What follows belongs to an exercise in optimizing a design on an open flow for small area; a production flow would make more cautious choices. In this exercise RTL edits were held to simulation tests only and were not proved equivalent to the original. Power figures rest on the tool's default switching activity, not on a simulated workload.

$ cat design/flow/config.mk
export PLATFORM = sky130hd
export DESIGN_NAME = grabber
export DESIGN_NICKNAME = grabber
export VERILOG_FILES = /design/flow/design.v
export SDC_FILE = /design/flow/constraint.sdc
export NUM_CORES = 4
export LEC_CHECK = 0
export CAP_MARGIN = 20
export CORE_MARGIN = 2
export CORE_UTILIZATION = 30
export PLACE_DENSITY = 0.5
export SLEW_MARGIN = 20
$ cat design/flow/constraint.sdc
create_clock -name core_clock -period 5.0 [get_ports {clk}]
set_input_delay 1.0000 -clock core_clock [delete_from_list [all_inputs] [get_ports {clk}]]
set_output_delay 1.0000 -clock core_clock [all_outputs]
set_load 0.01 [all_outputs]
$ cat design/flow/design.v
module grabber_codec (
    input  wire [27:0] word,
    output wire [23:0] data,
    output wire        spare,
    output wire        lval,
    output wire        fval,
    output wire        dval
);
    assign data[0]  = word[0];
    assign data[1]  = word[1];
    assign data[2]  = word[2];
    assign data[3]  = word[3];
    assign data[4]  = word[4];
    assign data[5]  = word[6];
    assign data[6]  = word[27];
    assign data[7]  = word[5];
    assign data[8]  = word[7];
    assign data[9]  = word[8];
    assign data[10] = word[9];
    assign data[11] = word[12];
    assign data[12] = word[13];
    assign data[13] = word[14];
    assign data[14] = word[10];
    assign data[15] = word[11];
    assign data[16] = word[15];
    assign data[17] = word[18];
    assign data[18] = word[19];
    assign data[19] = word[20];
    assign data[20] = word[21];
    assign data[21] = word[22];
    assign data[22] = word[16];
    assign data[23] = word[17];
    assign spare = word[23];
    assign lval  = word[24];
    assign fval  = word[25];
    assign dval  = word[26];
endmodule
module grabber_parser #(
    parameter W = 10
) (
    input  wire         clk,
    input  wire         rst,
    input  wire [27:0]  word,
    output wire [W-1:0] s_x,
    output wire [W-1:0] s_y,
    output wire [9:0]   s_val1,
    output wire         s_stb1,
    output wire         s_eof
);
    wire [23:0] data;
    wire        spare, lval, fval, dval;
    grabber_codec u_codec (
        .word (word),
        .data (data),
        .spare(spare),
        .lval (lval),
        .fval (fval),
        .dval (dval)
    );
    reg [W-1:0] x;
    reg [W-1:0] y;
    reg         last_lval;
    reg         last_fval;
    reg         stb1;
    reg [9:0]   val1;
    assign s_x    = x;
    assign s_y    = y;
    assign s_val1 = val1;
    assign s_stb1 = stb1;
    assign s_eof  = ~fval;
    always @(posedge clk) begin
        if (rst) begin
            x         <= {W{1'b0}};
            y         <= {W{1'b0}};
            last_lval <= 1'b0;
            last_fval <= 1'b0;
            stb1      <= 1'b0;
        end else begin
            if (lval)
                x <= x + 1'b1;
            else
                x <= {W{1'b0}};
            if (!fval)
                y <= {W{1'b0}};
            else if (!lval && last_lval && last_fval)
                y <= y + 1'b1;
            last_lval <= lval;
            last_fval <= fval;
            stb1      <= dval;
        end
    end
    always @(posedge clk)
        val1 <= {2'b00, data[7:0]} + {2'b00, data[15:8]} + {2'b00, data[23:16]};
endmodule
module grabber_roi_engine #(
    parameter W     = 10,
    parameter SHIFT = 0,
    parameter SUM_W = 30
) (
    input  wire             clk,
    input  wire             rst,
    input  wire [W-1:0]     s_x,
    input  wire [W-1:0]     s_y,
    input  wire [9:0]       s_val1,
    input  wire             s_stb1,
    input  wire             s_eof,
    input  wire             ack,
    input  wire             we,
    input  wire [1:0]       sel,
    input  wire [W-1:0]     wval,
    output wire [SUM_W-1:0] sum,
    output wire             out_strobe
);
    localparam PV_W = 10 - SHIFT;
    localparam HI_W = SUM_W - PV_W;
    localparam BLK  = 5;
    reg [W-1:0]    x0, x1, y0, y1;
    reg            x_good, y_good;
    reg [PV_W-1:0] lo;
    reg            cp;
    reg [HI_W-1:0] hi;
    reg            done;
    reg            ostb;
    assign out_strobe = ostb;
    wire [W-1:0] wv  = rst ? {W{1'b0}} : wval;
    wire         wx0 = rst | (we & (sel == 2'd0));
    wire         wx1 = rst | (we & (sel == 2'd1));
    wire         wy0 = rst | (we & (sel == 2'd2));
    wire         wy1 = rst | (we & (sel == 2'd3));
    always @(posedge clk) begin
        if (wx0) x0 <= wv;
        if (wx1) x1 <= wv;
        if (wy0) y0 <= wv;
        if (wy1) y1 <= wv;
    end
    wire xg = (s_x != x1) & ((s_x == x0) | x_good);
    wire yg = (s_y != y1) & ((s_y == y0) | y_good);
    wire add = x_good & y_good & s_stb1;
    wire clr = ostb & ack;
    wire zap = rst | clr;
    wire [PV_W-1:0] g = s_val1[9:SHIFT] & {PV_W{add}};
    wire [PV_W:0]   lc;
    wire [PV_W-1:0] ls;
    assign lc[0] = 1'b0;
    wire [HI_W:0]   hc;
    wire [HI_W-1:0] hs;
    assign hc[0] = cp;
    genvar i;
    generate
        for (i = 0; i < PV_W; i = i + 1) begin : g_lo
            assign ls[i]   = lo[i] ^ g[i] ^ lc[i];
            assign lc[i+1] = (lo[i] & g[i]) | (lc[i] & (lo[i] ^ g[i]));
        end
        for (i = 0; i < HI_W; i = i + 1) begin : g_hi
            assign hs[i] = hi[i] ^ hc[i];
            if ((i + 1) % BLK == 0)
                assign hc[i+1] = hc[i+1-BLK] & (&hi[i:i+1-BLK]);
            else
                assign hc[i+1] = hc[i] & hi[i];
        end
    endgenerate
    assign sum = {hs, lo};
    always @(posedge clk) begin
        if (zap) begin
            lo <= {PV_W{1'b0}};
            cp <= 1'b0;
            hi <= {HI_W{1'b0}};
        end else begin
            lo <= ls;
            cp <= lc[PV_W];
            hi <= hs;
        end
    end
    always @(posedge clk) begin
        if (rst) begin
            x_good <= 1'b0;
            y_good <= 1'b0;
            done   <= 1'b0;
            ostb   <= 1'b0;
        end else begin
            x_good <= xg;
            y_good <= yg;
            if (clr) begin
                done <= 1'b0;
                ostb <= 1'b0;
            end else begin
                done <= done | add;
                ostb <= ostb | (done & s_eof);
            end
        end
    end
endmodule
module grabber (
    input  wire                clk,
    input  wire                rst,
    input  wire [27:0]         word,
    input  wire [4*16-1:0]     hctl,
    input  wire [10*16-1:0]    hval,
    output wire [30*16-1:0]    sum_o,
    output wire [16-1:0]       out_strobe
);
    localparam N_ENG = 16;
    localparam W     = 10;
    localparam OUT_W = 30;
    wire [W-1:0] s_x, s_y;
    wire [9:0]   s_val1;
    wire         s_stb1, s_eof;
    grabber_parser #(.W(W)) u_parser (
        .clk   (clk),
        .rst   (rst),
        .word  (word),
        .s_x   (s_x),
        .s_y   (s_y),
        .s_val1(s_val1),
        .s_stb1(s_stb1),
        .s_eof (s_eof)
    );
    genvar k;
    generate
        for (k = 0; k < N_ENG; k = k + 1) begin : g_eng
            localparam SHIFT = k / 4;
            localparam SUM_W = OUT_W - SHIFT;
            wire [SUM_W-1:0] sum_k;
            grabber_roi_engine #(.W(W), .SHIFT(SHIFT), .SUM_W(SUM_W)) u_eng (
                .clk       (clk),
                .rst       (rst),
                .s_x       (s_x),
                .s_y       (s_y),
                .s_val1    (s_val1),
                .s_stb1    (s_stb1),
                .s_eof     (s_eof),
                .ack       (hctl[4*k+3]),
                .we        (hctl[4*k+2]),
                .sel       (hctl[4*k+1:4*k]),
                .wval      (hval[W*k +: W]),
                .sum       (sum_k),
                .out_strobe(out_strobe[k])
            );
            assign sum_o[OUT_W*k +: OUT_W] = {{SHIFT{1'b0}}, sum_k};
        end
    endgenerate
endmodule
$ cat design/flow/run.sh
#!/bin/bash
# synth_recipe.tcl (not shown) runs the flow's synth.tcl, then flattens the netlist and writes it again
# the make line also repeats each setting of config.mk as NAME=value (left out here)
make -C /OpenROAD-flow-scripts/flow DESIGN_CONFIG=/design/flow/config.mk WORK_HOME=/design/flow/orfs CLKGATE_MAP_FILE= SYNTH_SCRIPT=/design/flow/synth_recipe.tcl finish
==> impl_summary.log, run 1 <==
INFO  metric ys_ff_latch = 1,209
INFO  metric netlist.top_cell.by_area = sky130_fd_sc_hd__edfxtp_1
INFO  metric route.final.wire_length = 163.0 mm
INFO  metric synth_edf_count = 640
INFO  metric finish.net_count = 5,489
INFO  metric syn-cell-area = 53,230 um2
INFO  metric cts_setup_buffers = 0
INFO  metric routed-via-count = 32.13k
INFO  metric critPathArrivalTime = 5.38 ns
INFO  metric netlist.area_leader.share = 36.11%
INFO  metric syn_area_per_cell = 13.07 um2
INFO  metric switching_share = 23.58%
INFO  metric tritoncts.num_buffers = 145
INFO  metric share_comb_of_total_power = 6.4%
INFO  metric finalCritPeriodShare = 93.12%
INFO  metric first_pass_grt_wire_length = 231.8 mm
INFO  metric worst_ir_drop_vdd = 0.2234 mV
INFO  metric p_clk_share = 45.2%
INFO  metric crit_required = 5.73 ns
INFO  metric initial_antenna_violation_count = 17
INFO  metric area_grow_syn2layout = 27.41%
INFO  metric first_global_vias = 32.70k
INFO  metric grt.met1_usage = 21.36%
INFO  metric grt_max_degree = 82
INFO  metric floorplan.initialDensity = 30.19%
INFO  metric critPathKind = reg -> reg
INFO  metric fraction_of_the_mapped_netlist_area_in_compound_gates = 2.294%
INFO  metric hp-class = reg -> reg
INFO  metric setup_total_negative_slack = 0 ns
INFO  metric p_leak = 27.46 nW
INFO  metric pwr-share-seq = 48.4%
INFO  metric largest_family_of_logic_cells_by_synthesized_area = simple AND/OR/NAND/NOR gates
INFO  metric drt-vias-per-instance = 4.410
INFO  metric use_met2 = 31.21%
INFO  metric synth_seq_area_share = 57.51%
INFO  metric timing_hold_violations_final = 0
INFO  metric synth_fa_ha_area_share = 11.41%
INFO  metric final_cell_mix = sky130_fd_sc_hd__clkdlybuf4s50_1 (723), sky130_fd_sc_hd__edfxtp_1 (640), sky130_fd_sc_hd__dfxtp_1 (548)
INFO  metric dpl.hpwl = 121.2 mm
INFO  metric clock_path_buffers = 3
INFO  metric cellPowerDensity = 346.9 nW/um2
INFO  metric die_area = 180,800 um2
INFO  metric layout_commonest_cell = sky130_fd_sc_hd__clkdlybuf4s50_1
INFO  metric final-max-slew-violation-count = 0
INFO  metric ant_nets = 0
INFO  metric place.gp.congestion = 0.8199
INFO  metric routedWlPerCell = 22.37 um
INFO  metric io_buffers = 724
INFO  metric critical_path.slowest_cell = sky130_fd_sc_hd__fa_1
INFO  metric postSynthCellCount = 4,074
INFO  metric clk_pin_slew_worst_paths = 0.05 ns
INFO  metric pin_count = 750
INFO  metric cts_tree = yes
INFO  metric critical_path.most_common_cell = sky130_fd_sc_hd__fa_1
INFO  metric globalRouteMet3Util = 4.176%
INFO  metric fp.dieW = 425.2 um
INFO  metric layout_min_cycle_time = 4.656 ns
INFO  metric rows = 154
INFO  metric finalSetupViolations = 0
INFO  metric postCtsResizedCells = 0
INFO  metric critical_path.endpoint_type = flop
INFO  metric postSynth.asyncResetShare = 0%
INFO  metric timing.critical_path.cells = and3_2 > and2_1 > ha_1 > inv_1 > fa_1 > fa_1 > inv_1 > fa_1 > fa_1 > fa_1 > fa_1 > inv_1 > fa_1 > inv_1 > fa_1 > inv_1 > fa_1 > nor2_1
INFO  metric core_area = 176,300 um2
INFO  metric clock_insertion_delay_worst_skew = 0.81 ns
INFO  metric synth_xor_xnor_area_share = 12.01%
INFO  metric grt.total_usage = 17.83%
INFO  metric post_synth_and_or_nand_nor_area_fraction = 13.59%
INFO  metric worstSetupStartpointType = flop
INFO  metric post-route-drc-count = 0
INFO  metric multiplexer_area_fraction_after_synthesis = 0.01880%
INFO  metric netlist-cell-type-count = 43
INFO  metric status = no timing/DRC/antenna violations
INFO  metric synth.area.top_cells = sky130_fd_sc_hd__edfxtp_1 (36%), sky130_fd_sc_hd__dfxtp_1 (21%), sky130_fd_sc_hd__ha_1 (6.8%)
INFO  metric leading_register_cell_type_out_of_synthesis = sky130_fd_sc_hd__edfxtp_1
INFO  metric power_report.internal_total = 17.98 mW
INFO  metric drt_iter0_markers = 1,624
INFO  metric unrepaired_setup_endpoints_after_global_routing = no
INFO  metric fmaxAchievable = 214.8 MHz
INFO  metric cts_htree_levels = 4
INFO  metric slew_headroom = 23.65%
INFO  metric max_stage_delay = 0.44 ns
INFO  metric tightest_slew = 1.143 ns
INFO  metric tritoncts_num_sinks = 1,209
INFO  metric globalRouteOverflowTotal = 0
INFO  metric yosys_warnings = 5
INFO  metric top_usage_layer = met2
INFO  metric die-height = 425.2 um
INFO  metric cts_hold_buf = 0
INFO  metric drv_cap = 0
INFO  metric critical_path_peak_fanout = 8
INFO  metric total_power = 23.53 mW
INFO  metric layout-drive-gt1-share = 6.929%
INFO  metric cts.root.buffer_cell = sky130_fd_sc_hd__clkbuf_16
INFO  metric drt_first_pass_iters = 5
INFO  metric fin_worst_skew = 0.02790 ns
INFO  metric reg2reg_setup_slack = 0.34 ns
INFO  metric p_sw = 5.547 mW
==> cells in the mapped netlist, drive strengths merged (4+ instances only) <==
| master | instances |
|---|---|
| nor2b | 162 |
| nor3 | 35 |
| nand2 | 70 |
| a21oi | 41 |
| nand3 | 9 |
| a21o | 20 |
| and2 | 527 |
| o21bai | 52 |
| o21ai | 7 |
| or3 | 4 |
| a31o | 12 |
| a41oi | 32 |
| and3 | 51 |
| clkbuf | 87 |
| nand2b | 18 |
| xnor2 | 332 |
| xor2 | 398 |
| dfxtp | 569 |
| fa | 122 |
| edfxtp | 640 |
| nor4 | 96 |
| ha | 290 |
| nor2 | 138 |
| buf | 130 |
| inv | 101 |
| nand4 | 86 |
| and4 | 35 |
==> final timing paths <==
kind | startpoint | endpoint | depth (start not counted)
hold reg to reg | g_eng[15].u_eng.done | g_eng[15].u_eng.done | 2
setup / recovery | u_parser.stb1 | g_eng[2].u_eng.lo[9] | 18
hold / removal | g_eng[15].u_eng.done | g_eng[15].u_eng.done | 2
setup reg to reg | u_parser.stb1 | g_eng[2].u_eng.lo[9] | 18
==> power groups by stage <==
stage	clock, mW	combinational [mW]	sequential [mW]
detailed placement	0	1.54	11.6
global route	11.4	1.66	11.5
finish	10.6	1.51	11.4
global placement	0	1.53	11.6
floorplan	0	0.865	11.5
CTS	11.0	1.55	11.4
==> cell families (layout without fill, tap and decap cells) <==
kind of cell,Yosys count,in the layout
AO/OA/AOI/OAI,170,170
XOR/XNOR,730,730
adder cells (fa/ha/maj),412,412
buffers and inverters,318,1157
flip-flops,1209,1209
multiplexers,1,1
other,1,34
AND/OR/NAND/NOR,1233,1233
==> state kept, by name (all words and copies together), names as in the netlist, 136 cells and up <==
register and cells:
g_eng.u_eng.hi 320, g_eng.u_eng.lo 136, g_eng.u_eng.x0 160, g_eng.u_eng.x1 160, g_eng.u_eng.y0 160, g_eng.u_eng.y1 160
==> metrics by stage <==
step	instances	setup WS, ns	hold slack [ns]	cell area, um2	util [%]
after global routing	7282	0.08952	0.5067	67810	38.46
final	7286	0.3439	0.4729	67820	38.47
after CTS	7273	0.01123	0.4734	67720	38.41
after global placement	7013	0.1054	0.4504	62880	35.67
after floorplan	4097	0.6691	0.4406	53310	-
after detailed placement	7013	0.07869	0.4608	62890	35.67
==> layer usage <==
metal | vias to the layer above | part of all wire [%]
met5 | - | 0.021
met4 | 6 | 3.0
met3 | 192 | 5.4
met2 | 778 | 50
met1 | 15740 | 41
li1 | 15420 | -
==> final cells by class <==
type,count,area [um2]
inverter,101,379.1
clock buffer,203,4119
sequential,1209,30640
timing repair buffer,796,7918
multi-input combinational,2570,21110
tap,2340,2928
clock inverter,57,705.7
fill,16880,108500
antenna,10,25.02
==> worst max-delay path: cells and delay by family (launching register included) <==
family / cells / cell delay, ns
flops: 1 / 0.41
simple gates: 3 / 0.58
buf+inv: 5 / 0.36
fa+ha+maj: 10 / 3.23
==> inputs of run 2 (changes only) <==
==> design/flow/flow/run.sh (new file) <==
#!/bin/bash
# Standard layout, with port buffers and clock tree built from small cells.
set -euo pipefail
bash standard.sh \
  "BUFFER_PORTS_ARGS=-buffer_cell sky130_fd_sc_hd__buf_1" \
  finish > flow_make.log 2>&1
==> design/flow/standard.sh (new file) <==
#!/bin/bash
# synth_recipe.tcl (not shown) runs the flow's synth.tcl, then flattens the netlist and writes it again
# the make line also repeats each setting of config.mk as NAME=value (left out here)
make -C /OpenROAD-flow-scripts/flow DESIGN_CONFIG=/design/flow/config.mk WORK_HOME=/design/flow/orfs CLKGATE_MAP_FILE= SYNTH_SCRIPT=/design/flow/synth_recipe.tcl "${@:-finish}"
removed: design/flow/run.sh
==> impl_summary.log, run 2 <==
INFO  metric die_area = 180,800 um2
INFO  metric drt_first_pass_iters = 7
INFO  metric synth_seq_area_share = 57.51%
INFO  metric pin_count = 750
INFO  metric power_report.internal_total = 17.91 mW
INFO  metric grt.met1_usage = 20.96%
INFO  metric cts.root.buffer_cell = sky130_fd_sc_hd__clkbuf_16
INFO  metric fp.dieW = 425.2 um
INFO  metric tightest_slew = 1.129 ns
INFO  metric worst_ir_drop_vdd = 0.2785 mV
INFO  metric share_comb_of_total_power = 6.2%
INFO  metric final_cell_mix = sky130_fd_sc_hd__buf_1 (723), sky130_fd_sc_hd__edfxtp_1 (640), sky130_fd_sc_hd__dfxtp_1 (548)
INFO  metric synth.area.top_cells = sky130_fd_sc_hd__edfxtp_1 (36%), sky130_fd_sc_hd__dfxtp_1 (21%), sky130_fd_sc_hd__ha_1 (6.8%)
INFO  metric tritoncts.num_buffers = 142
INFO  metric floorplan.initialDensity = 30.19%
INFO  metric die-height = 425.2 um
INFO  metric finish.net_count = 5,494
INFO  metric leading_register_cell_type_out_of_synthesis = sky130_fd_sc_hd__edfxtp_1
INFO  metric top_usage_layer = met2
INFO  metric cts_tree = yes
INFO  metric globalRouteOverflowTotal = 0
INFO  metric fmaxAchievable = 214.0 MHz
INFO  metric syn-cell-area = 53,230 um2
INFO  metric first_global_vias = 32.63k
INFO  metric timing_hold_violations_final = 0
INFO  metric netlist-cell-type-count = 43
INFO  metric crit_required = 5.73 ns
INFO  metric dpl.hpwl = 119.6 mm
INFO  metric fraction_of_the_mapped_netlist_area_in_compound_gates = 2.294%
INFO  metric synth_fa_ha_area_share = 11.41%
INFO  metric finalCoreUtilization = 35.92%
INFO  metric critical_path_peak_fanout = 8
INFO  metric netlist.top_cell.by_area = sky130_fd_sc_hd__edfxtp_1
INFO  metric place.detailed.instances = 7,023
INFO  metric use_met2 = 30.67%
INFO  metric cellPowerDensity = 370.5 nW/um2
INFO  metric worst_setup_path_startpoint = u_parser.stb1
INFO  metric grt.total_usage = 17.43%
INFO  metric critPathKind = reg -> reg
INFO  metric p_clk_share = 45.4%
INFO  metric multiplexer_area_fraction_after_synthesis = 0.01880%
INFO  metric switching_share = 23.69%
INFO  metric io_buffers = 724
INFO  metric place.gp.congestion = 0.8206
INFO  metric p_sw = 5.559 mW
INFO  metric routedWlPerCell = 21.92 um
INFO  metric filler_cell_count = 17.42k
INFO  metric postSynth.asyncResetShare = 0%
INFO  metric layout-drive-gt1-share = 7.081%
INFO  metric final-max-slew-violation-count = 0
INFO  metric critical_path.endpoint_type = flop
INFO  metric cts_htree_levels = 4
INFO  metric critPathArrivalTime = 5.40 ns
INFO  metric ys_ff_latch = 1,209
INFO  metric area_grow_syn2layout = 18.99%
INFO  metric clock_insertion_delay_worst_skew = 0.82 ns
INFO  metric finalCritPeriodShare = 93.47%
INFO  metric initial_antenna_violation_count = 21
INFO  metric drt-vias-per-instance = 4.435
INFO  metric hp-class = in -> reg
INFO  metric ant_nets = 0
INFO  metric clk_pin_slew_worst_paths = 0.06 ns
INFO  metric p_leak = 25.77 nW
INFO  metric drv_cap = 0
INFO  metric syn_area_per_cell = 13.07 um2
INFO  metric post-route-drc-count = 0
INFO  metric largest_family_of_logic_cells_by_synthesized_area = simple AND/OR/NAND/NOR gates
INFO  metric finalSetupViolations = 0
INFO  metric netlist.area_leader.share = 36.11%
INFO  metric first_pass_grt_wire_length = 227.0 mm
INFO  metric fin_worst_skew = 0.03531 ns
INFO  metric final_cell_count_no_fill = 7,291
INFO  metric globalRouteMet3Util = 3.866%
INFO  metric worstSetupStartpointType = flop
INFO  metric regToRegStartpoint = u_parser.stb1
INFO  metric layout_min_cycle_time = 4.674 ns
INFO  metric clock_path_buffers = 3
INFO  metric post_synth_and_or_nand_nor_area_fraction = 13.59%
INFO  metric pwr-share-seq = 48.4%
INFO  metric yosys_warnings = 5
INFO  metric route.final.wire_length = 159.8 mm
INFO  metric total_power = 23.47 mW
INFO  metric synth_xor_xnor_area_share = 12.01%
INFO  metric synth.cells.most_frequent = sky130_fd_sc_hd__edfxtp_1 (640), sky130_fd_sc_hd__dfxtp_1 (569), sky130_fd_sc_hd__and2_1 (527), sky130_fd_sc_hd__xor2_1 (398), sky130_fd_sc_hd__xnor2_1 (332)
INFO  metric grt_max_degree = 58
INFO  metric status = no timing/DRC/antenna violations
INFO  metric largest_reg_flops = 320
INFO  metric layout_commonest_cell = sky130_fd_sc_hd__buf_1
INFO  metric drt_iter0_markers = 1,806
INFO  metric core_area = 176,300 um2
INFO  metric setup_total_negative_slack = 0 ns
INFO  metric unrepaired_setup_endpoints_after_global_routing = no
INFO  metric slew_headroom = 24.60%
INFO  metric synth_edf_count = 640
INFO  metric rows = 154
INFO  metric tritoncts_num_sinks = 1,209
INFO  metric routed-via-count = 32.34k
INFO  metric cts_hold_buf = 0
INFO  metric registers.top_by_ff_count = g_eng.u_eng.hi
INFO  metric worst_hold_startpoint = word[26]
INFO  metric postSynthCellCount = 4,074
INFO  metric yosys.cell_count.top_type = sky130_fd_sc_hd__edfxtp_1
-- run 2: cell counts after synthesis --
No cell type changed its count.
-- run 2: stage by stage --
step	setup slack, ns	hold WS, ns	instance area [um2]
6_report	0.3264	0.4288	63330
5_1_grt	0.07923	0.3786	63320
4_1_cts	0.01967	0.3586	63250
3_5_place_dp	-0.008968	0.4602	58400
3_3_place_gp	-0.005196	0.4532	58400
2_1_floorplan	0.6691	0.4406	53310
-- run 2: power by group through the flow --
stage                     Combinational (mW)  Clock (mW)  Sequential (mW)
final                                   1.45        10.7             11.4
after global placement                  1.47           0             11.6
after detailed placement                1.49           0             11.6
after CTS                               1.49        10.9             11.4
after floorplan                        0.865           0             11.5
after global routing                    1.60        11.4             11.4
-- run 2: logic make-up (layout without fill, tap and decap cells) --
family | Yosys count | in the layout
AND/OR/NAND/NOR | 1233 | 1233
flip-flops | 1209 | 1209
XOR/XNOR | 730 | 730
adder cells (fa/ha/maj) | 412 | 412
buffers and inverters | 318 | 1164
AO/OA/AOI/OAI | 170 | 170
other | 1 | 32
multiplexers | 1 | 1
-- run 2: worst max-delay path, stage by stage, from the launching register on --
cell	delay [ns]
sky130_fd_sc_hd__dfxtp_2	0.43
sky130_fd_sc_hd__buf_4	0.23
sky130_fd_sc_hd__and3_1	0.27
sky130_fd_sc_hd__and2_1	0.22
sky130_fd_sc_hd__ha_1	0.17
sky130_fd_sc_hd__inv_1	0.07
sky130_fd_sc_hd__fa_1	0.16
sky130_fd_sc_hd__inv_1	0.05
sky130_fd_sc_hd__fa_1	0.42
sky130_fd_sc_hd__fa_1	0.44
sky130_fd_sc_hd__fa_1	0.46
sky130_fd_sc_hd__fa_1	0.46
sky130_fd_sc_hd__fa_1	0.42
sky130_fd_sc_hd__inv_1	0.08
sky130_fd_sc_hd__fa_1	0.20
sky130_fd_sc_hd__fa_1	0.39
sky130_fd_sc_hd__nor2_1	0.11
-- run 2: final timing paths --
path	cells past startpoint	slack (ns)	endpoint
worst min register to register	2	0.47	g_eng[10].u_eng.done
worst max register to register	16	0.33	g_eng[7].u_eng.lo[8]
worst min-delay path	2	0.43	u_parser.stb1
worst max-delay path	16	0.33	g_eng[7].u_eng.lo[8]
-- run 2: area by class of cell --
cell class | instances | area [um2] | share of cell area (%)
diodes | 8 | 20.02 | 0.03161
clock buffers | 197 | 4023 | 6.351
clock inverters | 62 | 817.0 | 1.290
inverters | 101 | 379.1 | 0.5986
multi-input cells | 2570 | 21110 | 33.33
flip-flops and latches | 1209 | 30640 | 48.37
well taps | 2340 | 2928 | 4.623
repair buffers | 804 | 3422 | 5.403
-- run 2: timing repair --
action,4_1_cts,5_1_grt
setup endpoints to repair,2,7
gates resized for setup,2,1
buffers inserted,0,0
-- run 2: per-layer routing --
layer | wire length, um | vias to the layer above
met5 | 38 | -
met4 | 4867 | 6
met3 | 8808 | 224
met2 | 80030 | 832
met1 | 66080 | 15860
li1 | - | 15420
==> inputs of run 3 (changes only) <==
==> design/flow/flow/run.sh (replaced) <==
#!/bin/bash
# Standard layout, with small port buffers and a clock tree without dummy loads.
set -euo pipefail
bash standard.sh \
  "BUFFER_PORTS_ARGS=-buffer_cell sky130_fd_sc_hd__buf_1" \
  "CTS_ARGS=-sink_clustering_enable -repair_clock_nets -dont_use_dummy_load -buf_list sky130_fd_sc_hd__clkbuf_16 -sink_clustering_size 30 -sink_clustering_max_diameter 60" \
  finish > flow_make.log 2>&1
==> impl_summary.log, run 3 <==
INFO  metric worst_r2r_path_depth = 18
INFO  metric cts.root.buffer_cell = sky130_fd_sc_hd__clkbuf_16
INFO  metric final_cell_mix = sky130_fd_sc_hd__buf_1 (723), sky130_fd_sc_hd__edfxtp_1 (640), sky130_fd_sc_hd__dfxtp_1 (548)
INFO  metric grt.total_usage = 17.23%
INFO  metric holdPathEnd = g_eng[0].u_eng.ostb
INFO  metric p_leak = 24.81 nW
INFO  metric syn-cell-area = 53,230 um2
INFO  metric place.gp.congestion = 0.8206
INFO  metric multi_input_area = 21,110 um2
INFO  metric netlist.area_leader.share = 36.11%
INFO  metric layout_commonest_cell = sky130_fd_sc_hd__buf_1
INFO  metric top_usage_layer = met2
INFO  metric globalRouteMet3Util = 3.383%
INFO  metric hp-class = reg -> reg
INFO  metric status = no timing/DRC/antenna violations
INFO  metric cellPowerDensity = 330.3 nW/um2
INFO  metric tritoncts.num_buffers = 113
INFO  metric critPathArrivalTime = 5.28 ns
INFO  metric post-route-drc-count = 0
INFO  metric critical_path_depth = 18
INFO  metric route.final.wire_length = 158.7 mm
INFO  metric unrepaired_setup_endpoints_after_global_routing = no
INFO  metric grt.met1_usage = 20.80%
INFO  metric worst_ir_drop_vdd = 0.2701 mV
INFO  metric fmaxAchievable = 214.6 MHz
INFO  metric fin_worst_skew = 0.07378 ns
INFO  metric io_buffers = 724
INFO  metric layout_min_cycle_time = 4.659 ns
INFO  metric ys_ff_latch = 1,209
INFO  metric fp.dieW = 425.2 um
INFO  metric netlist.top_cell.by_area = sky130_fd_sc_hd__edfxtp_1
INFO  metric clock_insertion_delay_worst_skew = 0.76 ns
INFO  metric pin_count = 750
INFO  metric cp.buffers_inverters = 5
INFO  metric cts_htree_levels = 3
INFO  metric core_area = 176,300 um2
INFO  metric finalCoreUtilization = 34.78%
INFO  metric postSynth.asyncResetShare = 0%
INFO  metric final-max-slew-violation-count = 0
INFO  metric drt_first_pass_iters = 7
INFO  metric critical_path_peak_fanout = 8
INFO  metric drt_iter0_markers = 1,628
INFO  metric clk_pin_slew_worst_paths = 0.07 ns
INFO  metric routed-via-count = 31.94k
INFO  metric regToRegStartpoint = u_parser.stb1
INFO  metric syn_area_per_cell = 13.07 um2
INFO  metric path_delay_family = adder cells
INFO  metric whs_path_depth = 2
INFO  metric rows = 154
INFO  metric critical_path.reg2reg.endpoint = g_eng[3].u_eng.lo[9]
INFO  metric first_global_vias = 31.98k
INFO  metric worstSetupStartpointType = flop
INFO  metric yosys_warnings = 5
INFO  metric timing.critical_path.cells = and3_2 > and2_1 > ha_1 > inv_1 > fa_1 > fa_1 > inv_1 > fa_1 > fa_1 > fa_1 > fa_1 > inv_1 > fa_1 > inv_1 > fa_1 > inv_1 > fa_1 > nor2_1
INFO  metric critPathKind = reg -> reg
INFO  metric synth_seq_area_share = 57.51%
INFO  metric drt-vias-per-instance = 4.470
INFO  metric largest_reg_flops = 320
INFO  metric dpl.hpwl = 119.6 mm
INFO  metric clock_path_buffers = 3
INFO  metric slew_headroom = 24.59%
INFO  metric final-seq-area = 30,640 um2
INFO  metric cts_hold_buf = 0
INFO  metric critical_path.endpoint_type = flop
INFO  metric reg2reg_setup_slack = 0.34 ns
INFO  metric routedWlPerCell = 22.22 um
INFO  metric leading_register_cell_type_out_of_synthesis = sky130_fd_sc_hd__edfxtp_1
INFO  metric finalSetupViolations = 0
INFO  metric filler_cell_count = 17.55k
INFO  metric registers.top_by_ff_count = g_eng.u_eng.hi
INFO  metric tightest_slew = 1.129 ns
INFO  metric first_pass_grt_wire_length = 224.5 mm
INFO  metric cts_setup_buffers = 0
INFO  metric area_grow_syn2layout = 15.21%
INFO  metric critical_path.most_common_cell = sky130_fd_sc_hd__fa_1
INFO  metric worst_hold_startpoint = g_eng[0].u_eng.done
INFO  metric die_area = 180,800 um2
INFO  metric synth.cells.most_frequent = sky130_fd_sc_hd__edfxtp_1 (640), sky130_fd_sc_hd__dfxtp_1 (569), sky130_fd_sc_hd__and2_1 (527), sky130_fd_sc_hd__xor2_1 (398), sky130_fd_sc_hd__xnor2_1 (332)
INFO  metric crit_required = 5.62 ns
INFO  metric timing.hold.ws = 0.4711 ns
INFO  metric floorplan.initialDensity = 30.19%
INFO  metric ant_nets = 0
INFO  metric max_stage_delay = 0.44 ns
INFO  metric layout-drive-gt1-share = 5.232%
INFO  metric yosys.cell_count.top_type = sky130_fd_sc_hd__edfxtp_1
INFO  metric postSynthCellCount = 4,074
INFO  metric use_met2 = 30.40%
INFO  metric finalCritPeriodShare = 93.18%
INFO  metric grt_max_degree = 58
INFO  metric globalRouteOverflowTotal = 0
INFO  metric finish.net_count = 5,465
INFO  metric drv_cap = 0
INFO  metric tritoncts_num_sinks = 1,209
INFO  metric netlist-cell-type-count = 43
INFO  metric timing_hold_violations_final = 0
INFO  metric synth_edf_count = 640
INFO  metric cts_tree = yes
INFO  metric initial_antenna_violation_count = 21
INFO  metric critical_path.slowest_cell = sky130_fd_sc_hd__dfxtp_2
INFO  metric synth.area.top_cells = sky130_fd_sc_hd__edfxtp_1 (36%), sky130_fd_sc_hd__dfxtp_1 (21%), sky130_fd_sc_hd__ha_1 (6.8%)
INFO  metric die-height = 425.2 um
-- run 3: cell counts after synthesis --
Identical to the previous run, type by type.
-- run 3: cell families (layout without fill, tap and decap cells) --
group           count (synthesis)  count (layout)  synth area share, %
compound gates                170             170                2.294
xor+xnor                      730             730                12.01
other cells                     1              31             0.007045
simple gates                 1233            1233                13.59
mux                             1               1              0.01881
buf+inv                       318            1018                3.164
fa+ha+maj                     412             412                11.41
flops                        1209            1209                57.51
-- run 3: final cells by class --
cell class / instances / area share [%]
diodes: 7 / 0.02856
clock buffers: 113 / 4.611
inverters: 101 / 0.6182
multi-input cells: 2570 / 34.43
flip-flops and latches: 1209 / 49.96
well taps: 2340 / 4.774
repair buffers: 804 / 5.580
-- run 3: through the flow --
stage          setup WS [ns]  instances  area, um2    TNS, ns  total power [mW]
6_report              0.3410       7144      61320          0             20.25
5_1_grt               0.1112       7140      61310          0             21.10
4_1_cts              0.01679       7136      61230          0             20.59
3_5_place_dp       -0.008968       7023      58400   -0.01758             13.08
3_3_place_gp       -0.005196       7022      58400  -0.005196             13.05
2_1_floorplan         0.6691       4097      53310          0             12.34
-- run 3: repair_timing --
| item | 4_1_cts | 5_1_grt |
|---|---|---|
| endpoints found under the setup margin | 1 | 7 |
| gates resized for setup | 1 | 2 |
| gates cloned | 0 | 0 |
-- run 3: how the worst max path moves through the flow --
stage	startpoint	end	slack, ns
6_report	u_parser.stb1	g_eng[3].u_eng.lo[9]	0.34
5_1_grt	u_parser.stb1	g_eng[3].u_eng.lo[9]	0.11
3_3_place_gp	u_parser.stb1	g_eng[2].u_eng.lo[9]	-0.005
4_1_cts	u_parser.stb1	g_eng[2].u_eng.lo[9]	0.02
3_5_place_dp	u_parser.stb1	g_eng[2].u_eng.lo[9]	-0.009
2_1_floorplan	u_parser.stb1	g_eng[2].u_eng.lo[9]	0.67
-- run 3: worst reg2reg max path, stage by stage, from the launching register on --
cell and delay (ns):
sky130_fd_sc_hd__dfxtp_2 0.44, sky130_fd_sc_hd__and3_2 0.33, sky130_fd_sc_hd__and2_1 0.19, sky130_fd_sc_hd__ha_1 0.17
sky130_fd_sc_hd__inv_1 0.07, sky130_fd_sc_hd__fa_1 0.20, sky130_fd_sc_hd__fa_1 0.18, sky130_fd_sc_hd__inv_1 0.06
sky130_fd_sc_hd__fa_1 0.41, sky130_fd_sc_hd__fa_1 0.43, sky130_fd_sc_hd__fa_1 0.43, sky130_fd_sc_hd__fa_1 0.41
sky130_fd_sc_hd__inv_1 0.09, sky130_fd_sc_hd__fa_1 0.17, sky130_fd_sc_hd__inv_1 0.05, sky130_fd_sc_hd__fa_1 0.37
sky130_fd_sc_hd__inv_1 0.08, sky130_fd_sc_hd__fa_1 0.41, sky130_fd_sc_hd__nor2_1 0.10
-- run 3: power by group --
part	internal [mW]	switching, mW	leakage [nW]
registers	11.1	0.289	10.9
clock network	3.93	3.53	1.39
logic	0.530	0.919	12.5
total	15.5	4.74	24.8
-- run 3: per-layer routing --
| layer | routed length [um] | part of all wire, % |
|---|---|---|
| met1 | 65430 | 41 |
| met2 | 79450 | 50 |
| met3 | 8728 | 5.5 |
| met4 | 5102 | 3.2 |
| met5 | 38 | 0.024 |
==> inputs of run 4 (changes only) <==
==> design/flow/flow/run.sh (replaced) <==
#!/bin/bash
# Standard layout, with small port buffers and a clock tree without dummy loads.
set -euo pipefail
bash standard.sh \
  "BUFFER_PORTS_ARGS=-buffer_cell sky130_fd_sc_hd__buf_1" \
  "CTS_ARGS=-sink_clustering_enable -repair_clock_nets -dont_use_dummy_load -buf_list sky130_fd_sc_hd__clkbuf_8 -sink_clustering_size 16 -sink_clustering_max_diameter 50" \
  finish > flow_make.log 2>&1
==> impl_summary.log, run 4 <==
INFO  metric dpl-instance-area = 58,400 um2
INFO  metric routedWlPerCell = 22.17 um
INFO  metric routed-via-count = 31.98k
INFO  metric io_buffers = 724
INFO  metric cts_hold_buf = 0
INFO  metric largest_reg_flops = 320
INFO  metric worstSetupStartpointType = flop
INFO  metric netlist-cell-type-count = 43
INFO  metric drt_iter0_markers = 1,730
INFO  metric floorplan.initialDensity = 30.19%
INFO  metric yosys.cell_count.top_type = sky130_fd_sc_hd__edfxtp_1
INFO  metric stdcell_area = 60,460 um2
INFO  metric timing.critical_path.cells = buf_4 > and3_1 > and2_1 > ha_1 > inv_1 > fa_1 > inv_1 > fa_1 > fa_1 > fa_1 > fa_1 > fa_1 > inv_1 > fa_1 > fa_1 > nor2_1
INFO  metric registers.top_by_ff_count = g_eng.u_eng.hi
INFO  metric drt-vias-per-instance = 4.457
INFO  metric reg2reg_setup_slack = 0.38 ns
INFO  metric tritoncts.num_buffers = 142
INFO  metric hp-class = in -> reg
INFO  metric share_comb_of_total_power = 7.7%
INFO  metric first_global_vias = 32.25k
INFO  metric postSynth.asyncResetShare = 0%
INFO  metric synth.area.top_cells = sky130_fd_sc_hd__edfxtp_1 (36%), sky130_fd_sc_hd__dfxtp_1 (21%), sky130_fd_sc_hd__ha_1 (6.8%)
INFO  metric critPathArrivalTime = 5.45 ns
INFO  metric syn_area_per_cell = 13.07 um2
INFO  metric post-route-drc-count = 0
INFO  metric synth_seq_area_share = 57.51%
INFO  metric synth.cells.most_frequent = sky130_fd_sc_hd__edfxtp_1 (640), sky130_fd_sc_hd__dfxtp_1 (569), sky130_fd_sc_hd__and2_1 (527), sky130_fd_sc_hd__xor2_1 (398), sky130_fd_sc_hd__xnor2_1 (332)
INFO  metric switching_share = 24.51%
INFO  metric core_area = 176,300 um2
INFO  metric fp.dieW = 425.2 um
INFO  metric globalRouteOverflowTotal = 0
INFO  metric ys_ff_latch = 1,209
INFO  metric critical_path_peak_fanout = 8
INFO  metric power_report.internal_total = 14.10 mW
INFO  metric max_stage_delay = 0.46 ns
INFO  metric p_clk_share = 31.5%
INFO  metric setup_total_negative_slack = 0 ns
INFO  metric clock_insertion_delay_worst_skew = 0.94 ns
INFO  metric clk_pin_slew_worst_paths = 0.08 ns
INFO  metric final_cell_count_no_fill = 7,176
INFO  metric final-max-slew-violation-count = 0
INFO  metric finalSetupViolations = 0
INFO  metric finalCritPeriodShare = 92.38%
INFO  metric cts_tree = yes
INFO  metric tritoncts_num_sinks = 1,209
INFO  metric area_grow_syn2layout = 13.59%
INFO  metric critical_path.most_common_cell = sky130_fd_sc_hd__fa_1
INFO  metric grt.total_usage = 17.34%
INFO  metric initial_antenna_violation_count = 22
INFO  metric critPathKind = reg -> reg
INFO  metric die-height = 425.2 um
INFO  metric first_pass_grt_wire_length = 225.1 mm
INFO  metric fmaxAchievable = 216.5 MHz
INFO  metric grt_max_degree = 58
INFO  metric syn-cell-area = 53,230 um2
INFO  metric status = no timing/DRC/antenna violations
INFO  metric yosys_warnings = 5
INFO  metric layout_commonest_cell = sky130_fd_sc_hd__buf_1
INFO  metric pin_count = 750
INFO  metric clock_path_buffers = 3
INFO  metric fin_worst_skew = 0.1081 ns
INFO  metric synth_edf_count = 640
INFO  metric postSynthCellCount = 4,074
INFO  metric p_leak = 24.44 nW
INFO  metric layout-drive-gt1-share = 5.842%
INFO  metric cts_htree_levels = 4
INFO  metric ant_nets = 0
INFO  metric drv_cap = 0
INFO  metric worst_ir_drop_vdd = 0.2198 mV
INFO  metric tightest_slew = 1.141 ns
INFO  metric unrepaired_setup_endpoints_after_global_routing = no
INFO  metric layout_min_cycle_time = 4.619 ns
INFO  metric p_sw = 4.579 mW
INFO  metric crit_required = 5.83 ns
INFO  metric netlist.top_cell.by_area = sky130_fd_sc_hd__edfxtp_1
INFO  metric finish.net_count = 5,495
INFO  metric timing_hold_violations_final = 0
INFO  metric total_power = 18.68 mW
INFO  metric pwr-share-seq = 60.7%
INFO  metric place.detailed.instances = 7,023
INFO  metric place.gp.congestion = 0.8206
INFO  metric die_area = 180,800 um2
INFO  metric dpl.hpwl = 119.6 mm
INFO  metric rows = 154
INFO  metric cts.root.buffer_cell = sky130_fd_sc_hd__clkbuf_8
INFO  metric netlist.area_leader.share = 36.11%
INFO  metric slew_headroom = 23.80%
INFO  metric leading_register_cell_type_out_of_synthesis = sky130_fd_sc_hd__edfxtp_1
INFO  metric drt_first_pass_iters = 7
INFO  metric route.final.wire_length = 159.1 mm
INFO  metric cellPowerDensity = 308.9 nW/um2
INFO  metric critical_path.endpoint_type = flop
INFO  metric critical_path.slowest_cell = sky130_fd_sc_hd__fa_1
INFO  metric final_cell_mix = sky130_fd_sc_hd__buf_1 (723), sky130_fd_sc_hd__edfxtp_1 (640), sky130_fd_sc_hd__dfxtp_1 (548)
run 4: cell counts after synthesis:
Identical to the previous run, type by type.
run 4: cell type report:
type	count	area [um2]
Antenna cell	9	22.52
Clock buffer	142	1954
Fill cell	17660	115800
Inverter	101	379.1
Multi-Input combinational cell	2570	21120
Sequential cell	1209	30640
Tap cell	2340	2928
Timing Repair Buffer	805	3430
run 4: repair_timing:
| item | 4_1_cts | 5_1_grt |
|---|---|---|
| resized for setup | 1 | 3 |
| setup buffers | 0 | 0 |
| setup endpoints to repair | 1 | 6 |
run 4: logic make-up (layout without fill, tap and decap cells):
family,Yosys count,after routing,synth area share (%)
AOI/OAI and AO/OA,170,170,2.294
muxes,1,1,0.01881
xor gates and xnor gates,730,730,12.01
DFF,1209,1209,57.51
adders and majority gates,412,412,11.41
other,1,33,0.007045
and+or+nand+nor,1233,1233,13.59
buffers and inverters,318,1048,3.164
run 4: power by group through the flow:
stage	clock [mW]	sequential, mW	combinational (mW)
floorplan	0	11.5	0.865
global placement	0	11.6	1.47
detailed placement	0	11.6	1.49
CTS	6.18	11.4	1.49
global route	6.55	11.4	1.60
finish	5.89	11.3	1.45
run 4: path summary, 6_finish.rpt:
kind | startpoint | to | depth (start not counted)
hold / removal | word[26] | u_parser.stb1 | 2
setup / recovery | u_parser.stb1 | g_eng[7].u_eng.lo[8] | 16
hold reg to reg | g_eng[12].u_eng.done | g_eng[12].u_eng.done | 2
setup reg to reg | u_parser.stb1 | g_eng[7].u_eng.lo[8] | 16
run 4: critical path, delay by kind of cell (launching register included):
kind / cells / cell delay [ns]
AND/OR/NAND/NOR: 3 / 0.60
buffers and inverters: 4 / 0.43
flip-flops: 1 / 0.43
adder cells (fa/ha/maj): 9 / 3.12
run 4: stage by stage:
step	hold WS (ns)	worst slack [ns]	utilization, %
final	0.3905	0.3810	34.29
after global routing	0.2945	0.1423	34.29
after CTS	0.2575	0.04064	34.24
after detailed placement	0.4602	-0.008968	33.13
after global placement	0.4532	-0.005196	33.12
after floorplan	0.4406	0.6691	-
run 4: routing by layer:
metal  up-vias  global-route usage (%)  share of wire (%)
met5         -                       0              0.022
met4         6                   6.235                3.3
met3       236                   3.819                5.5
met2       808                   30.37                 50
met1     15680                   20.78                 41
li1      15250                       -                  -
==> inputs of run 5 (changes only) <==
==> design/flow/flow/run.sh (replaced) <==
#!/bin/bash
# Standard layout, with small port buffers and a clock tree without dummy loads.
set -euo pipefail
bash standard.sh \
  "BUFFER_PORTS_ARGS=-buffer_cell sky130_fd_sc_hd__buf_1" \
  "CTS_ARGS=-sink_clustering_enable -repair_clock_nets -dont_use_dummy_load -buf_list sky130_fd_sc_hd__clkbuf_16 -sink_clustering_size 30 -sink_clustering_max_diameter 50" \
  finish > flow_make.log 2>&1
--- a/design/flow/config.mk
+++ b/design/flow/config.mk
@@ -6,7 +6,7 @@
 export NUM_CORES = 4
 export LEC_CHECK = 0
-export CAP_MARGIN = 20
+export CAP_MARGIN = 0
 export CORE_MARGIN = 2
 export CORE_UTILIZATION = 30
-export PLACE_DENSITY = 0.5
-export SLEW_MARGIN = 20
+export PLACE_DENSITY = 0.7
+export SLEW_MARGIN = 0
==> impl_summary.log, run 5 <==
INFO  metric largest_reg_flops = 320
INFO  metric final-max-slew-violation-count = 0
INFO  metric unrepaired_setup_endpoints_after_global_routing = no
INFO  metric routedWlPerCell = 21.66 um
INFO  metric synth.cells.most_frequent = sky130_fd_sc_hd__edfxtp_1 (640), sky130_fd_sc_hd__dfxtp_1 (569), sky130_fd_sc_hd__and2_1 (527), sky130_fd_sc_hd__xor2_1 (398), sky130_fd_sc_hd__xnor2_1 (332)
INFO  metric cts_tree = yes
INFO  metric finalCritPeriodShare = 94.68%
INFO  metric timing.hold.ws = 0.4752 ns
INFO  metric clock_path_buffers = 3
INFO  metric cellPowerDensity = 333.3 nW/um2
INFO  metric leading_register_cell_type_out_of_synthesis = sky130_fd_sc_hd__edfxtp_1
INFO  metric layout-drive-gt1-share = 4.890%
INFO  metric cts_setup_buffers = 0
INFO  metric routed-via-count = 32.68k
INFO  metric total_power = 20.42 mW
INFO  metric drt_first_pass_iters = 7
INFO  metric ant_nets = 0
INFO  metric finalWorstSetupSlack = 0.2661 ns
INFO  metric drt-vias-per-instance = 4.584
INFO  metric slew_headroom = 24.19%
INFO  metric final-seq-area = 30,640 um2
INFO  metric status = no timing/DRC/antenna violations
INFO  metric layout_min_cycle_time = 4.734 ns
INFO  metric multi_input_area = 21,070 um2
INFO  metric critPathKind = reg -> reg
INFO  metric timing.critical_path.cells = buf_4 > and3_1 > and2_1 > ha_1 > inv_1 > fa_1 > inv_1 > fa_1 > fa_1 > fa_1 > fa_1 > fa_1 > inv_1 > fa_1 > fa_1 > nor2_1
INFO  metric path_delay_family = adder cells
INFO  metric crit_required = 5.66 ns
INFO  metric clk_pin_slew_worst_paths = 0.08 ns
INFO  metric yosys_warnings = 5
INFO  metric grt_max_degree = 74
INFO  metric critPathArrivalTime = 5.39 ns
INFO  metric layout_commonest_cell = sky130_fd_sc_hd__buf_1
INFO  metric critical_path.slowest_cell = sky130_fd_sc_hd__fa_1
INFO  metric tritoncts_num_sinks = 1,209
INFO  metric cts_htree_levels = 3
INFO  metric pre_cts_slack = 0.03083 ns
INFO  metric syn-cell-area = 53,230 um2
INFO  metric filler_cell_count = 17.11k
INFO  metric postSynthCellCount = 4,074
INFO  metric worstSetupStartpointType = flop
INFO  metric fin_worst_skew = 0.08912 ns
INFO  metric cts.root.buffer_cell = sky130_fd_sc_hd__clkbuf_16
INFO  metric max_stage_delay = 0.48 ns
INFO  metric final_cell_mix = sky130_fd_sc_hd__buf_1 (723), sky130_fd_sc_hd__edfxtp_1 (640), sky130_fd_sc_hd__dfxtp_1 (548)
INFO  metric pin_count = 750
INFO  metric globalRouteOverflowTotal = 0
INFO  metric floorplan.initialDensity = 30.19%
INFO  metric tritoncts.num_buffers = 120
INFO  metric critical_path_peak_fanout = 8
INFO  metric synth_edf_count = 640
INFO  metric finish.net_count = 5,453
INFO  metric die_area = 180,800 um2
INFO  metric first_pass_grt_wire_length = 220.2 mm
INFO  metric clock_insertion_delay_worst_skew = 0.76 ns
INFO  metric netlist.top_cell.by_area = sky130_fd_sc_hd__edfxtp_1
INFO  metric area_grow_syn2layout = 15.11%
INFO  metric p_leak = 24.77 nW
INFO  metric yosys.cell_count.top_type = sky130_fd_sc_hd__edfxtp_1
INFO  metric synth_seq_area_share = 57.51%
INFO  metric place.gp.congestion = 0.8597
INFO  metric critical_path.endpoint_type = flop
INFO  metric core_area = 176,300 um2
INFO  metric rows = 154
INFO  metric registers.top_by_ff_count = g_eng.u_eng.hi
INFO  metric worst_ir_drop_vdd = 0.2790 mV
INFO  metric dpl.hpwl = 115.0 mm
INFO  metric tightest_slew = 1.135 ns
INFO  metric drv_cap = 0
INFO  metric finalCoreUtilization = 34.75%
INFO  metric timing_hold_violations_final = 0
INFO  metric post-route-drc-count = 0
INFO  metric postSynth.asyncResetShare = 0%
INFO  metric hp-class = reg -> reg
INFO  metric die-height = 425.2 um
INFO  metric netlist-cell-type-count = 43
INFO  metric first_global_vias = 32.87k
INFO  metric ys_ff_latch = 1,209
INFO  metric drt_iter0_markers = 1,977
INFO  metric netlist.area_leader.share = 36.11%
INFO  metric finalSetupViolations = 0
INFO  metric route.final.wire_length = 154.4 mm
INFO  metric io_buffers = 724
INFO  metric fmaxAchievable = 211.2 MHz
INFO  metric setup_total_negative_slack = 0 ns
INFO  metric synth.area.top_cells = sky130_fd_sc_hd__edfxtp_1 (36%), sky130_fd_sc_hd__dfxtp_1 (21%), sky130_fd_sc_hd__ha_1 (6.8%)
INFO  metric critical_path.most_common_cell = sky130_fd_sc_hd__fa_1
INFO  metric cp.buffers_inverters = 4
INFO  metric syn_area_per_cell = 13.07 um2
INFO  metric grt.total_usage = 16.70%
INFO  metric initial_antenna_violation_count = 17
INFO  metric fp.dieW = 425.2 um
INFO  metric cts_hold_buf = 0
[run 5: area by class of cell]
cell class,count,share of cell area (%)
Sequential cell,1209,50.01
Multi-Input combinational cell,2570,34.39
Timing Repair Buffer,785,5.291
Clock buffer,120,4.901
Tap cell,2340,4.778
Inverter,101,0.6187
Antenna cell,3,0.01225
[run 5: logic make-up (layout without fill, tap and decap cells)]
kind of cell	Yosys count	in the layout	synth area share (%)
other	1	27	0.007045
adders and majority gates	412	412	11.41
xor gates and xnor gates	730	730	12.01
and+or+nand+nor	1233	1233	13.59
AOI/OAI and AO/OA	170	170	2.294
muxes	1	1	0.01881
DFF	1209	1209	57.51
buffers and inverters	318	1006	3.164
[run 5: repair_timing]
item,in CTS,in global routing
gates cloned,0,0
setup endpoints to repair,1,8
gates resized for setup,1,3
[run 5: per-layer routing]
metal | track usage, % | up-vias | routed length (um)
met4 | 6.537 | 6 | 6021
li1 | - | 15180 | -
met1 | 19.02 | 16230 | 59530
met3 | 3.137 | 260 | 8617
met2 | 30.59 | 997 | 80190
met5 | 0 | - | 47
[run 5: per-stage QoR]
stage                     area (um2)  instances
after global routing           61270       7127
after CTS                      61260       7125
final                          61270       7128
after global placement         58260       7005
after floorplan                53310       4097
after detailed placement       58260       7005
[run 5: final timing paths]
path,startpoint,cells after the start,slack (ns),end
worst min-delay path,g_eng[1].u_eng.done,2,0.48,g_eng[1].u_eng.done
worst min register to register,g_eng[1].u_eng.done,2,0.48,g_eng[1].u_eng.done
worst max register to register,u_parser.stb1,16,0.27,g_eng[7].u_eng.lo[8]
worst max-delay path,u_parser.stb1,16,0.27,g_eng[7].u_eng.lo[8]
[run 5: worst register-to-register path: cells and delay by family (launching register included)]
family,cells,cell delay (ns)
buffers and inverters,4,0.42
adders and majority gates,9,3.23
and+or+nand+nor,3,0.59
DFF,1,0.41
[run 5: report_power, final]
part	switching, mW	internal, mW	leakage [nW]
Combinational	0.871	0.508	12.4
Sequential	0.357	11.1	10.9
Clock	3.47	4.15	1.48
Total	4.69	15.7	24.8
==> inputs of run 6 (changes only) <==
==> design/flow/flow/run.sh (replaced) <==
#!/bin/bash
# Standard layout, with small port buffers and a clock tree without dummy loads.
set -euo pipefail
bash standard.sh \
  "BUFFER_PORTS_ARGS=-buffer_cell sky130_fd_sc_hd__buf_1" \
  "CTS_ARGS=-sink_clustering_enable -repair_clock_nets -dont_use_dummy_load -buf_list sky130_fd_sc_hd__clkbuf_4 -sink_clustering_size 10 -sink_clustering_max_diameter 40" \
  finish > flow_make.log 2>&1
--- a/design/flow/config.mk
+++ b/design/flow/config.mk
@@ -9,4 +9,4 @@
 export CORE_MARGIN = 2
 export CORE_UTILIZATION = 30
-export PLACE_DENSITY = 0.7
+export PLACE_DENSITY = 0.5
 export SLEW_MARGIN = 0
==> impl_summary.log, run 6 <==
INFO  metric layout_min_cycle_time = 4.675 ns
INFO  metric max_stage_delay = 0.44 ns
INFO  metric hp-class = in -> reg
INFO  metric synth.area.top_cells = sky130_fd_sc_hd__edfxtp_1 (36%), sky130_fd_sc_hd__dfxtp_1 (21%), sky130_fd_sc_hd__ha_1 (6.8%)
INFO  metric core_area = 176,300 um2
INFO  metric critical_path_peak_fanout = 8
INFO  metric switching_share = 25.32%
INFO  metric status = no timing/DRC/antenna violations
INFO  metric reg2reg_setup_slack = 0.32 ns
INFO  metric cts_setup_buffers = 0
INFO  metric finalCoreUtilization = 34.67%
INFO  metric timing.critical_path.cells = and3_2 > and2_1 > ha_1 > inv_1 > fa_1 > fa_1 > inv_1 > fa_1 > fa_1 > fa_1 > fa_1 > inv_1 > fa_1 > inv_1 > fa_1 > inv_1 > fa_1 > nor2_1
INFO  metric clock_insertion_delay_worst_skew = 1.28 ns
INFO  metric critical_path.most_common_cell = sky130_fd_sc_hd__fa_1
INFO  metric fin_worst_skew = 0.1325 ns
INFO  metric die-height = 425.2 um
INFO  metric place.gp.congestion = 0.8206
INFO  metric globalRouteOverflowTotal = 0
INFO  metric power_report.internal_total = 13.56 mW
INFO  metric tritoncts.num_buffers = 213
INFO  metric crit_required = 6.09 ns
INFO  metric first_pass_grt_wire_length = 227.3 mm
INFO  metric multi_input_area = 21,050 um2
INFO  metric leading_register_cell_type_out_of_synthesis = sky130_fd_sc_hd__edfxtp_1
INFO  metric initial_antenna_violation_count = 19
INFO  metric cts_htree_levels = 4
INFO  metric synth_edf_count = 640
INFO  metric layout-drive-gt1-share = 6.793%
INFO  metric tritoncts_num_sinks = 1,209
INFO  metric io_buffers = 724
INFO  metric registers.top_by_ff_count = g_eng.u_eng.hi
INFO  metric critical_path.slowest_cell = sky130_fd_sc_hd__dfxtp_2
INFO  metric ys_ff_latch = 1,209
INFO  metric synth_seq_area_share = 57.51%
INFO  metric clock_path_buffers = 3
INFO  metric route.final.wire_length = 160.5 mm
INFO  metric clk_pin_slew_worst_paths = 0.10 ns
INFO  metric final_cell_mix = sky130_fd_sc_hd__buf_1 (723), sky130_fd_sc_hd__edfxtp_1 (640), sky130_fd_sc_hd__dfxtp_1 (548)
INFO  metric yosys_warnings = 5
INFO  metric die_area = 180,800 um2
INFO  metric timing_hold_violations_final = 0
INFO  metric critPathArrivalTime = 5.77 ns
INFO  metric largest_reg_flops = 320
INFO  metric drt-vias-per-instance = 4.455
INFO  metric grt.total_usage = 17.49%
INFO  metric area_grow_syn2layout = 14.83%
INFO  metric total_power = 18.16 mW
INFO  metric worstSetupStartpointType = flop
INFO  metric synth.cells.most_frequent = sky130_fd_sc_hd__edfxtp_1 (640), sky130_fd_sc_hd__dfxtp_1 (569), sky130_fd_sc_hd__and2_1 (527), sky130_fd_sc_hd__xor2_1 (398), sky130_fd_sc_hd__xnor2_1 (332)
INFO  metric first_global_vias = 33.06k
INFO  metric worst_ir_drop_vdd = 0.2295 mV
INFO  metric p_clk_share = 29.2%
INFO  metric filler_cell_count = 17.69k
INFO  metric layout_commonest_cell = sky130_fd_sc_hd__buf_1
INFO  metric finalSetupViolations = 0
INFO  metric p_leak = 24.82 nW
INFO  metric slew_headroom = 21.22%
INFO  metric drt_first_pass_iters = 5
INFO  metric syn-cell-area = 53,230 um2
INFO  metric pin_count = 750
INFO  metric critical_path.endpoint_type = flop
INFO  metric cts.root.buffer_cell = sky130_fd_sc_hd__clkbuf_4
INFO  metric rows = 154
INFO  metric share_comb_of_total_power = 8.3%
INFO  metric fmaxAchievable = 213.9 MHz
INFO  metric timing.hold.ws = 0.2025 ns
INFO  metric postSynthCellCount = 4,074
INFO  metric unrepaired_setup_endpoints_after_global_routing = no
INFO  metric drv_cap = 0
INFO  metric netlist-cell-type-count = 43
INFO  metric postSynth.asyncResetShare = 0%
INFO  metric finish.net_count = 5,673
INFO  metric tightest_slew = 1.179 ns
INFO  metric cts_tree = yes
INFO  metric finalCritPeriodShare = 93.51%
INFO  metric routedWlPerCell = 21.83 um
INFO  metric final_cell_count_no_fill = 7,355
INFO  metric critPathKind = reg -> reg
INFO  metric grt_max_degree = 58
INFO  metric drt_iter0_markers = 1,637
INFO  metric p_sw = 4.598 mW
INFO  metric syn_area_per_cell = 13.07 um2
INFO  metric floorplan.initialDensity = 30.19%
INFO  metric final-seq-area = 30,640 um2
INFO  metric netlist.area_leader.share = 36.11%
INFO  metric yosys.cell_count.top_type = sky130_fd_sc_hd__edfxtp_1
INFO  metric pwr-share-seq = 62.5%
INFO  metric dpl.hpwl = 119.4 mm
INFO  metric netlist.top_cell.by_area = sky130_fd_sc_hd__edfxtp_1
INFO  metric final-max-slew-violation-count = 0
INFO  metric post-route-drc-count = 0
INFO  metric routed-via-count = 32.76k
INFO  metric fp.dieW = 425.2 um
INFO  metric cellPowerDensity = 297.1 nW/um2
INFO  metric ant_nets = 0
INFO  metric place.detailed.instances = 7,022
-- run 6: changes by cell type in the layout (fill, tap and decap cells not counted), moves of 7 or more --
cell / delta
sky130_fd_sc_hd__buf_4: +14
sky130_fd_sc_hd__diode_2: +7
sky130_fd_sc_hd__clkbuf_4: +213
sky130_fd_sc_hd__clkbuf_16: -120
sky130_fd_sc_hd__dlygate4sd3_1: +110
-- run 6: what timing repair did --
item / in CTS / in global routing
endpoints found under the setup margin: 0 / 5
hold endpoints to repair: 338 / 0
resized for setup: 0 / 3
hold buffers: 110 / 0
-- run 6: cell families (layout without fill, tap and decap cells) --
kind of cell	count (synthesis)	after routing	synth area share (%)
AO/OA/AOI/OAI	170	170	2.294
XOR/XNOR	730	730	12.01
adder cells (fa/ha/maj)	412	412	11.41
buffers and inverters	318	1226	3.164
flip-flops	1209	1209	57.51
multiplexers	1	1	0.01881
other	1	34	0.007045
AND/OR/NAND/NOR	1233	1233	13.59
-- run 6: metrics by stage --
stage | setup slack (ns) | setup TNS (ns) | cell area, um2
floorplan | 0.6691 | 0 | 53310
global placement | -0.005196 | -0.005196 | 58400
detailed placement | -0.003729 | -0.006799 | 58400
CTS | 0.008885 | 0 | 61100
global route | 0.1436 | 0 | 61120
finish | 0.3247 | 0 | 61120
-- run 6: layout make-up --
cell class	instances	share of cell area, %
sequential	1209	50.12
multi-input combinational	2570	34.44
clock buffer	213	2.616
inverter	101	0.6202
antenna	10	0.04094
tap	2340	4.790
timing repair buffer	912	7.375
-- run 6: critical path, delay by kind of cell (launching register included) --
kind                       cells  cell delay [ns]
buffers and inverters          5             0.35
DFF                            1             0.44
adders and majority gates     10             3.17
and+or+nand+nor                3             0.62
-- run 6: worst paths after layout --
kind	from	to	depth (start not counted)
worst max register to register	u_parser.stb1	g_eng[3].u_eng.lo[9]	18
worst min-delay path	hval[126]	g_eng[12].u_eng.y1[6]	2
worst max-delay path	u_parser.stb1	g_eng[3].u_eng.lo[9]	18
worst min register to register	g_eng[5].u_eng.done	g_eng[5].u_eng.ostb	2
-- run 6: power groups by stage --
stage | Sequential [mW] | Combinational [mW] | Clock [mW]
2_1_floorplan | 11.5 | 0.865 | 0
6_report | 11.3 | 1.52 | 5.30
5_1_grt | 11.4 | 1.67 | 6.00
4_1_cts | 11.4 | 1.56 | 5.60
3_3_place_gp | 11.6 | 1.47 | 0
3_5_place_dp | 11.6 | 1.48 | 0
-- run 6: per-layer routing --
layer  GRT usage (%)  share of wire (%)  wire length (um)  vias to the layer above
met2           30.52                 50             79710                      915
met1           20.67                 41             65900                    15850
met4           7.234                3.9              6212                        8
met3           3.869                5.4              8646                      283
met5               0              0.037                59                        -
li1                -                  -                 -                    15710
==> inputs of run 7 (changes only) <==
==> design/flow/flow/run.sh (replaced) <==
#!/bin/bash
# Standard layout, with small port buffers and a clock tree without dummy loads.
set -euo pipefail
bash standard.sh \
  "BUFFER_PORTS_ARGS=-buffer_cell sky130_fd_sc_hd__buf_1" \
  "CTS_ARGS=-sink_clustering_enable -repair_clock_nets -dont_use_dummy_load -buf_list sky130_fd_sc_hd__clkbuf_8 -sink_clustering_size 20 -sink_clustering_max_diameter 55" \
  finish > flow_make.log 2>&1
==> impl_summary.log, run 7 <==
INFO  metric ant_nets = 0
INFO  metric syn-cell-area = 53,230 um2
INFO  metric crit_required = 5.77 ns
INFO  metric yosys_warnings = 5
INFO  metric die_area = 180,800 um2
INFO  metric tritoncts.num_buffers = 133
INFO  metric die-height = 425.2 um
INFO  metric clock_path_buffers = 3
INFO  metric tightest_slew = 1.222 ns
INFO  metric route.final.wire_length = 159.5 mm
INFO  metric rows = 154
INFO  metric core_area = 176,300 um2
INFO  metric dpl.hpwl = 119.4 mm
INFO  metric p_leak = 24.34 nW
INFO  metric top_usage_layer = met2
INFO  metric share_comb_of_total_power = 7.8%
INFO  metric synth.cells.most_frequent = sky130_fd_sc_hd__edfxtp_1 (640), sky130_fd_sc_hd__dfxtp_1 (569), sky130_fd_sc_hd__and2_1 (527), sky130_fd_sc_hd__xor2_1 (398), sky130_fd_sc_hd__xnor2_1 (332)
INFO  metric place.gp.congestion = 0.8206
INFO  metric initial_antenna_violation_count = 15
INFO  metric layout_min_cycle_time = 4.645 ns
INFO  metric status = no timing/DRC/antenna violations
INFO  metric grt_max_degree = 58
INFO  metric stdcell_area = 60,240 um2
INFO  metric registers.top_by_ff_count = g_eng.u_eng.hi
INFO  metric filler_cell_count = 17.73k
INFO  metric drt-vias-per-instance = 4.459
INFO  metric switching_share = 24.63%
INFO  metric postSynth.asyncResetShare = 0%
INFO  metric cp.buffers_inverters = 5
INFO  metric cts_hold_buf = 0
INFO  metric synth.area.top_cells = sky130_fd_sc_hd__edfxtp_1 (36%), sky130_fd_sc_hd__dfxtp_1 (21%), sky130_fd_sc_hd__ha_1 (6.8%)
INFO  metric finalCritPeriodShare = 92.90%
INFO  metric netlist.area_leader.share = 36.11%
INFO  metric p_sw = 4.555 mW
INFO  metric place.detailed.instances = 7,022
INFO  metric synth_edf_count = 640
INFO  metric io_buffers = 724
INFO  metric critPathArrivalTime = 5.42 ns
INFO  metric layout-drive-gt1-share = 5.421%
INFO  metric finalSetupViolations = 0
INFO  metric pwr-share-seq = 61.3%
INFO  metric netlist-cell-type-count = 43
INFO  metric area_grow_syn2layout = 13.18%
INFO  metric drt_iter0_markers = 1,656
INFO  metric use_met2 = 31.09%
INFO  metric final-seq-area = 30,640 um2
INFO  metric routedWlPerCell = 22.28 um
INFO  metric largest_reg_flops = 320
INFO  metric netlist.top_cell.by_area = sky130_fd_sc_hd__edfxtp_1
INFO  metric cts_htree_levels = 4
INFO  metric floorplan.initialDensity = 30.19%
INFO  metric drt_first_pass_iters = 5
INFO  metric unrepaired_setup_endpoints_after_global_routing = no
INFO  metric critPathKind = reg -> reg
INFO  metric slew_headroom = 18.34%
INFO  metric max_stage_delay = 0.44 ns
INFO  metric routed-via-count = 31.92k
INFO  metric grt.met1_usage = 20.78%
INFO  metric globalRouteOverflowTotal = 0
INFO  metric yosys.cell_count.top_type = sky130_fd_sc_hd__edfxtp_1
INFO  metric syn_area_per_cell = 13.07 um2
INFO  metric cellPowerDensity = 307.0 nW/um2
INFO  metric hp-class = in -> reg
INFO  metric first_global_vias = 32.25k
INFO  metric postCtsResizedCells = 0
INFO  metric worstSetupStartpointType = flop
INFO  metric cts_setup_buffers = 0
INFO  metric critical_path.endpoint_type = flop
INFO  metric clock_insertion_delay_worst_skew = 0.92 ns
INFO  metric post-route-drc-count = 0
INFO  metric critical_path.slowest_cell = sky130_fd_sc_hd__fa_1
==> run 7: cell counts after synthesis <==
Identical to the previous run, type by type.
==> run 7: logic make-up (layout without fill, tap and decap cells) <==
family                   Yosys count  after routing  share of synthesized area (%)
XOR/XNOR                         730            730                          12.01
multiplexers                       1              1                        0.01881
adder cells (fa/ha/maj)          412            412                          11.41
AO/OA/AOI/OAI                    170            170                          2.294
buffers and inverters            318           1036                          3.164
AND/OR/NAND/NOR                 1233           1233                          13.59
other                              1             29                       0.007045
flip-flops                      1209           1209                          57.51
==> run 7: worst paths after layout <==
path	slack, ns	to	startpoint	cells past startpoint
worst min register to register	0.46	g_eng[0].u_eng.ostb	g_eng[0].u_eng.done	2
worst min-delay path	0.40	u_parser.stb1	word[26]	2
worst max-delay path	0.36	g_eng[1].u_eng.lo[9]	u_parser.stb1	18
worst max register to register	0.36	g_eng[1].u_eng.lo[9]	u_parser.stb1	18
==> run 7: per-stage QoR <==
step	hold slack, ns	TNS, ns	util (%)	worst slack [ns]	total power [mW]
3_3_place_gp	0.4532	-0.005196	33.12	-0.005196	13.05
5_1_grt	0.3081	0	34.17	0.1419	19.34
4_1_cts	0.2578	0	34.16	0.02569	18.86
3_5_place_dp	0.4602	-0.006799	33.12	-0.003729	13.07
6_report	0.3985	0	34.17	0.3552	18.50
2_1_floorplan	0.4406	0	-	0.6691	12.34
==> run 7: worst register-to-register path, delay by kind of cell (launching register included) <==
kind,cells,cell delay [ns]
and+or+nand+nor,3,0.63
adders and majority gates,10,3.19
buffers and inverters,5,0.33
DFF,1,0.43
==> run 7: power by group through the flow <==
stage,registers [mW],logic (mW),clock network (mW)
floorplan,11.5,0.865,0
global placement,11.6,1.47,0
detailed placement,11.6,1.48,0
CTS,11.4,1.49,6.00
global route,11.4,1.59,6.34
finish,11.3,1.44,5.71
==> run 7: final cells by class <==
type,instances,share of cell area (%)
sequential,1209,50.85
inverter,101,0.6293
multi-input combinational,2570,34.94
antenna,5,0.02077
clock buffer,133,3.038
timing repair buffer,802,5.655
tap,2340,4.860
==> run 7: metal layers <==
layer | share of wire (%) | vias up | wire, um
met1 | 41 | 15720 | 65880
met5 | 0.0088 | - | 14
met4 | 2.5 | 2 | 4036
met2 | 51 | 784 | 81170
li1 | - | 15230 | -
met3 | 5.3 | 191 | 8419

Setup slack of run 7, layout unchanged: 0.355 ns with ideal ports, 0.355 ns with driving cells assumed (clock clkbuf_16, inputs buf_2), 0.355 ns with port delays also shifted by the 0.930 ns mid clock arrival.
